What follows belongs to an exercise in optimizing a design on an open flow for small area, a short achievable clock period and few clock cycles; a production flow would make more cautious choices.
Function was checked by simulation only, so behaviour that the tests miss may differ from the original.
Power figures rest on the tool's default switching activity, not on a simulated workload.

==> flow/design.v <==
module zz_extract (
    input  wire        clk,
    input  wire        rst,
    input  wire        reg_valid,
    input  wire        reg_we,
    input  wire [7:0]  reg_addr,
    input  wire [31:0] reg_wdata,
    output reg  [31:0] reg_rdata,
    output wire        coef_req,
    output wire [15:0] coef_row,
    output wire [15:0] coef_col,
    input  wire [15:0] coef_rdata,
    output reg         pay_we,
    output wire [31:0] pay_addr,
    output reg  [7:0]  pay_wdata
);
    reg        busy, done;
    reg        init;           
    reg [15:0] grid_h, grid_w;   
    reg        gh_ok, gw_ok;
    reg        req;
    reg [12:0] bxi, byi;       
    reg [2:0]  r, c;           
    reg        sdone;          
    reg        v1;             
    reg        u2, b2;         
    reg [31:0] tcnt;           
    reg [31:0] len;            
    reg [28:0] outcnt;         
    reg        hdr_ok;
    reg        underrun;
    assign coef_req = req;
    assign coef_row = {byi, r};
    assign coef_col = {bxi, c};
    assign pay_addr = {3'd0, outcnt};
    wire host_wr   = reg_valid && reg_we;
    wire wr_ok     = host_wr && !busy;
    wire wr_ctrl   = wr_ok && (reg_addr == 8'h00);
    wire cmd_start = wr_ctrl && reg_wdata[0];
    wire cmd_clear = wr_ctrl && !reg_wdata[0] && reg_wdata[1];
    wire [12:0] wq  = grid_w[15:3];
    wire [2:0]  wr8 = grid_w[2:0];
    wire [12:0] hq  = grid_h[15:3];
    wire [2:0]  hr8 = grid_h[2:0];
    reg         lc, lb;                
    wire [2:0]  cm = lc ? wr8 - 3'd1 : 3'd7;
    wire [2:0]  rm = lb ? hr8 - 3'd1 : 3'd7;
    wire        blk_end = (r == rm) && (c == cm);
    wire        even    = ~(r[0] ^ c[0]);
    reg  [2:0]  nr, nc;
    always @(*) begin
        nr = r; nc = c;
        if (even) begin
            if (c == cm)          nr = r + 3'd1;
            else if (r == 3'd0)   nc = c + 3'd1;
            else begin            nr = r - 3'd1; nc = c + 3'd1; end
        end else begin
            if (r == rm)          nc = c + 3'd1;
            else if (c == 3'd0)   nr = r + 3'd1;
            else begin            nr = r + 3'd1; nc = c - 3'd1; end
        end
    end
    wire        first   = busy && init;
    wire [12:0] bxi_inc = bxi + 13'd1;
    wire [12:0] byi_inc = byi + 13'd1;
    wire [12:0] bxi_p2  = {bxi[12:1] + 12'd1, bxi[0]};
    wire [12:0] byi_p2  = {byi[12:1] + 12'd1, byi[0]};
    wire        w_le8 = (wq == 13'd0) || ((wq == 13'd1) && (wr8 == 3'd0));
    wire        h_le8 = (hq == 13'd0) || ((hq == 13'd1) && (hr8 == 3'd0));
    wire        x1_last = (wr8 != 3'd0) ? (bxi_inc == wq) : (bxi_p2 == wq);
    wire        y1_last = (hr8 != 3'd0) ? (byi_inc == hq) : (byi_p2 == hq);
    wire        nlc  = (first || lc) ? w_le8 : x1_last;
    wire        nlb  = first ? h_le8 : (lc ? y1_last : lb);
    wire        ncm0 = nlc && (wr8 == 3'd1);
    wire        nrm0 = nlb && (hr8 == 3'd1);
    wire        last = (lc && lb) || (ncm0 && nrm0);
    wire        g_empty = !gh_ok || !gw_ok ||
                          (grid_h == 16'd0) || (grid_w == 16'd0) ||
                          (ncm0 && nrm0);
    wire usable = !((coef_rdata[15:1] == 15'd0) || (coef_rdata == 16'hFFFF));
    wire fin  = sdone && !v1 && !u2 && !pay_we;
    wire pact = hdr_ok && !((len[31:29] == 3'd0) && (len[28:0] == outcnt));
    wire [31:0] status = {20'd0, 3'd0, done && !hdr_ok, 3'd0,
                          hdr_ok && (busy || done), done && underrun,
                          done && !hdr_ok, done, busy};
    always @(posedge clk) begin
        reg_rdata <= 32'd0;
        case (reg_addr)
            8'h04: reg_rdata <= status;
            8'h08: if (gh_ok) reg_rdata <= {16'd0, grid_h};
            8'h0C: if (gw_ok) reg_rdata <= {16'd0, grid_w};
            8'h10: if (!init) reg_rdata <= len;
            8'h14: if (!init) reg_rdata <= {3'd0, outcnt};
            8'h18: if (!init) reg_rdata <= tcnt;
            default: ;
        endcase
    end
    always @(posedge clk) begin
        if (wr_ok && reg_addr == 8'h08) grid_h <= reg_wdata[15:0];
        if (wr_ok && reg_addr == 8'h0C) grid_w <= reg_wdata[15:0];
        b2 <= coef_rdata[0];
        if (first) begin
            bxi <= 13'd0;
            byi <= 13'd0;
            lc  <= nlc;
            lb  <= nlb;
            r   <= ncm0 ? 3'd1 : 3'd0;
            c   <= ncm0 ? 3'd0 : 3'd1;
        end else if (req) begin
            if (!blk_end) begin
                r <= nr;
                c <= nc;
            end else begin
                bxi <= lc ? 13'd0 : bxi_inc;
                if (lc) byi <= byi_inc;
                lc  <= nlc;
                lb  <= nlb;
                r   <= ncm0 ? 3'd1 : 3'd0;
                c   <= ncm0 ? 3'd0 : 3'd1;
            end
        end
        if (u2 && pact) begin
            case (tcnt[2:0])
                3'd0: pay_wdata <= {b2, 7'd0};
                3'd1: pay_wdata[6] <= b2;
                3'd2: pay_wdata[5] <= b2;
                3'd3: pay_wdata[4] <= b2;
                3'd4: pay_wdata[3] <= b2;
                3'd5: pay_wdata[2] <= b2;
                3'd6: pay_wdata[1] <= b2;
                default: pay_wdata[0] <= b2;
            endcase
        end
    end
    always @(posedge clk) begin
        if (rst) begin
            busy     <= 1'b0;
            done     <= 1'b0;
            init     <= 1'b0;
            gh_ok    <= 1'b0;
            gw_ok    <= 1'b0;
            req      <= 1'b0;
            sdone    <= 1'b0;
            v1       <= 1'b0;
            u2       <= 1'b0;
            tcnt     <= 32'd0;
            len      <= 32'd0;
            outcnt   <= 29'd0;
            hdr_ok   <= 1'b0;
            underrun <= 1'b0;
            pay_we   <= 1'b0;
        end else begin
            init <= cmd_start || cmd_clear;
            if (cmd_start) begin
                busy <= 1'b1;
                done <= 1'b0;
            end else if (cmd_clear) begin
                done <= 1'b0;
            end
            if (wr_ok && reg_addr == 8'h08) gh_ok <= 1'b1;
            if (wr_ok && reg_addr == 8'h0C) gw_ok <= 1'b1;
            if (first) begin
                if (g_empty) sdone <= 1'b1;
                else         req   <= 1'b1;
            end else if (req && blk_end && last) begin
                req   <= 1'b0;
                sdone <= 1'b1;
            end
            if (fin) begin
                sdone <= 1'b0;
                busy  <= 1'b0;
                done  <= 1'b1;
            end
            v1 <= req;
            u2 <= v1 && usable;
            pay_we <= 1'b0;
            if (init) begin
                tcnt     <= 32'd0;
                len      <= 32'd0;
                outcnt   <= 29'd0;
                hdr_ok   <= 1'b0;
                underrun <= 1'b0;
            end else begin
                if (u2) begin
                    tcnt <= tcnt + 32'd1;
                    if (!hdr_ok) begin
                        len <= {len[30:0], b2};
                        if (tcnt[4:0] == 5'd31) hdr_ok <= 1'b1;
                    end else if (pact && tcnt[2:0] == 3'd7) begin
                        pay_we <= 1'b1;
                    end
                end
                if (pay_we) outcnt <= outcnt + 29'd1;
                if (fin && pact) begin
                    underrun <= 1'b1;
                    if (tcnt[2:0] != 3'd0) pay_we <= 1'b1;
                end
            end
        end
    end
endmodule
==> flow/config.mk <==
export PLATFORM = sky130hd
export DESIGN_NAME = zz_extract
export DESIGN_NICKNAME = zz_extract
export VERILOG_FILES = /design/flow/design.v
export SDC_FILE = /design/flow/constraint.sdc
export NUM_CORES = 4
export LEC_CHECK = 0
export CAP_MARGIN = 20
export CORE_MARGIN = 2
export CORE_UTILIZATION = 40
export SETUP_SLACK_MARGIN = 5
export SLEW_MARGIN = 20
export TNS_END_PERCENT = 0
==> flow/constraint.sdc <==
create_clock -name core_clock -period 8.5 [get_ports {clk}]
set_input_delay 1.7000 -clock core_clock [delete_from_list [all_inputs] [get_ports {clk}]]
set_output_delay 1.7000 -clock core_clock [all_outputs]
set_load 0.01 [all_outputs]
standard.sh (not shown) runs the stock make flow with config.mk's settings and CLKGATE_MAP_FILE= SYNTH_SCRIPT=/design/flow/synth_recipe.tcl, a recipe that flattens the netlist after the stock synthesis.
==> flow/flow/run.sh <==
#!/bin/bash
# The standard layout (standard.sh), with the port buffers made of
# sky130_fd_sc_hd__buf_1 cells, a larger setup repair margin, and a clock
# tree of small clock buffers without dummy loads.
# make's full output goes to flow_make.log; ORFS keeps each step's own log
# under orfs/logs/.
set -uo pipefail
bash standard.sh "BUFFER_PORTS_ARGS=-buffer_cell sky130_fd_sc_hd__buf_1" SETUP_SLACK_MARGIN=5.7 \
  "CTS_ARGS=-sink_clustering_enable -repair_clock_nets -root_buf sky130_fd_sc_hd__clkbuf_8 -buf_list sky130_fd_sc_hd__clkbuf_8 -dont_use_dummy_load -sink_clustering_size 12 -sink_clustering_max_diameter 60" \
  finish > flow_make.log 2>&1
Testbench counts at the start, summed over its fixed seeds: cycles 93,551.
Edit:
--- a/flow/design.v
+++ b/flow/design.v
@@ -13,18 +13,17 @@
     output reg         pay_we,
     output wire [31:0] pay_addr,
     output reg  [7:0]  pay_wdata
 );
     reg        busy, done;
     reg        init;           
-    reg [15:0] grid_h, grid_w;   
-    reg        gh_ok, gw_ok;
+    reg [15:0] grid_h, grid_w;
     reg        req;
     reg [12:0] bxi, byi;       
     reg [2:0]  r, c;           
-    reg        sdone;          
+    reg [4:0]  ech;            
     reg        v1;             
     reg        u2, b2;         
     reg [31:0] tcnt;           
     reg [31:0] len;            
     reg [28:0] outcnt;         
     reg        hdr_ok;
@@ -71,36 +70,32 @@
     wire        y1_last = (hr8 != 3'd0) ? (byi_inc == hq) : (byi_p2 == hq);
     wire        nlc  = (first || lc) ? w_le8 : x1_last;
     wire        nlb  = first ? h_le8 : (lc ? y1_last : lb);
     wire        ncm0 = nlc && (wr8 == 3'd1);
     wire        nrm0 = nlb && (hr8 == 3'd1);
     wire        last = (lc && lb) || (ncm0 && nrm0);
-    wire        g_empty = !gh_ok || !gw_ok ||
-                          (grid_h == 16'd0) || (grid_w == 16'd0) ||
+    wire        g_empty = (grid_h == 16'd0) || (grid_w == 16'd0) ||
                           (ncm0 && nrm0);
     wire usable = !((coef_rdata[15:1] == 15'd0) || (coef_rdata == 16'hFFFF));
-    wire fin  = sdone && !v1 && !u2 && !pay_we;
     wire pact = hdr_ok && !((len[31:29] == 3'd0) && (len[28:0] == outcnt));
     wire [31:0] status = {20'd0, 3'd0, done && !hdr_ok, 3'd0,
                           hdr_ok && (busy || done), done && underrun,
                           done && !hdr_ok, done, busy};
     always @(posedge clk) begin
         reg_rdata <= 32'd0;
         case (reg_addr)
             8'h04: reg_rdata <= status;
-            8'h08: if (gh_ok) reg_rdata <= {16'd0, grid_h};
-            8'h0C: if (gw_ok) reg_rdata <= {16'd0, grid_w};
+            8'h08: reg_rdata <= {16'd0, grid_h};
+            8'h0C: reg_rdata <= {16'd0, grid_w};
             8'h10: if (!init) reg_rdata <= len;
             8'h14: if (!init) reg_rdata <= {3'd0, outcnt};
             8'h18: if (!init) reg_rdata <= tcnt;
             default: ;
         endcase
     end
     always @(posedge clk) begin
-        if (wr_ok && reg_addr == 8'h08) grid_h <= reg_wdata[15:0];
-        if (wr_ok && reg_addr == 8'h0C) grid_w <= reg_wdata[15:0];
         b2 <= coef_rdata[0];
         if (first) begin
             bxi <= 13'd0;
             byi <= 13'd0;
             lc  <= nlc;
             lb  <= nlb;
@@ -134,16 +129,16 @@
     end
     always @(posedge clk) begin
         if (rst) begin
             busy     <= 1'b0;
             done     <= 1'b0;
             init     <= 1'b0;
-            gh_ok    <= 1'b0;
-            gw_ok    <= 1'b0;
+            grid_h   <= 16'd0;
+            grid_w   <= 16'd0;
             req      <= 1'b0;
-            sdone    <= 1'b0;
+            ech      <= 5'd0;
             v1       <= 1'b0;
             u2       <= 1'b0;
             tcnt     <= 32'd0;
             len      <= 32'd0;
             outcnt   <= 29'd0;
             hdr_ok   <= 1'b0;
@@ -154,25 +149,25 @@
             if (cmd_start) begin
                 busy <= 1'b1;
                 done <= 1'b0;
             end else if (cmd_clear) begin
                 done <= 1'b0;
             end
-            if (wr_ok && reg_addr == 8'h08) gh_ok <= 1'b1;
-            if (wr_ok && reg_addr == 8'h0C) gw_ok <= 1'b1;
+            if (wr_ok && reg_addr == 8'h08) grid_h <= reg_wdata[15:0];
+            if (wr_ok && reg_addr == 8'h0C) grid_w <= reg_wdata[15:0];
+            ech <= {ech[3:0], 1'b0};
             if (first) begin
-                if (g_empty) sdone <= 1'b1;
-                else         req   <= 1'b1;
+                if (g_empty) ech[0] <= 1'b1;
+                else         req    <= 1'b1;
             end else if (req && blk_end && last) begin
-                req   <= 1'b0;
-                sdone <= 1'b1;
+                req    <= 1'b0;
+                ech[0] <= 1'b1;
             end
-            if (fin) begin
-                sdone <= 1'b0;
-                busy  <= 1'b0;
-                done  <= 1'b1;
+            if (ech[4]) begin
+                busy <= 1'b0;
+                done <= 1'b1;
             end
             v1 <= req;
             u2 <= v1 && usable;
             pay_we <= 1'b0;
             if (init) begin
                 tcnt     <= 32'd0;
@@ -188,13 +183,13 @@
                         if (tcnt[4:0] == 5'd31) hdr_ok <= 1'b1;
                     end else if (pact && tcnt[2:0] == 3'd7) begin
                         pay_we <= 1'b1;
                     end
                 end
                 if (pay_we) outcnt <= outcnt + 29'd1;
-                if (fin && pact) begin
+                if (ech[3] && pact) begin
                     underrun <= 1'b1;
                     if (tcnt[2:0] != 3'd0) pay_we <= 1'b1;
                 end
             end
         end
     end
=> Cell area increases by a few percent; via count increases by a few percent; global-route usage increases by 0.26 points; count of clock-buffer cells in the layout increases by 2; worst setup slack gains 52 ps; die area increases by a few percent; total power increases slightly; wire length increases by a few percent; sequential power is about the same; first-iteration DRC count increases by a quarter to a third; non-clock buffer count decreases by 1; register-to-register slack hardly moves; maximum frequency increases slightly.
Testbench counts after the change, summed over its fixed seeds: cycles 93,754.

separate check: timing with driven ports:
The results above use ideal ports. As a check the final layouts listed here were re-extracted and re-timed, cells and wires unchanged. Step 1 assumes that a clkbuf_16 drives the clock port and a buf_2 every other input. Step 2 times the ports against the registers' clock, not the clock port: input delays grow and output delays shrink by t, the midpoint of the rising clock arrivals with the driver on. a / b / c = ideal ports / drivers / drivers and shift; a / b = the first two.
run | t (ns) | setup slack, ns | worst data-port slew with drivers (ns) | pins driven straight from the clock port
the first run | 0.572 | 5.569 / 5.526 / 5.087 | 0.05 | 1
the second run | 0.572 | 5.620 / 5.575 / 5.064 | 0.05 | 1
After both steps setup and hold are still met in every run listed. The setup slack of the second run, which loses most, moves by -0.045 ns with the drivers and by -0.556 ns with both steps.
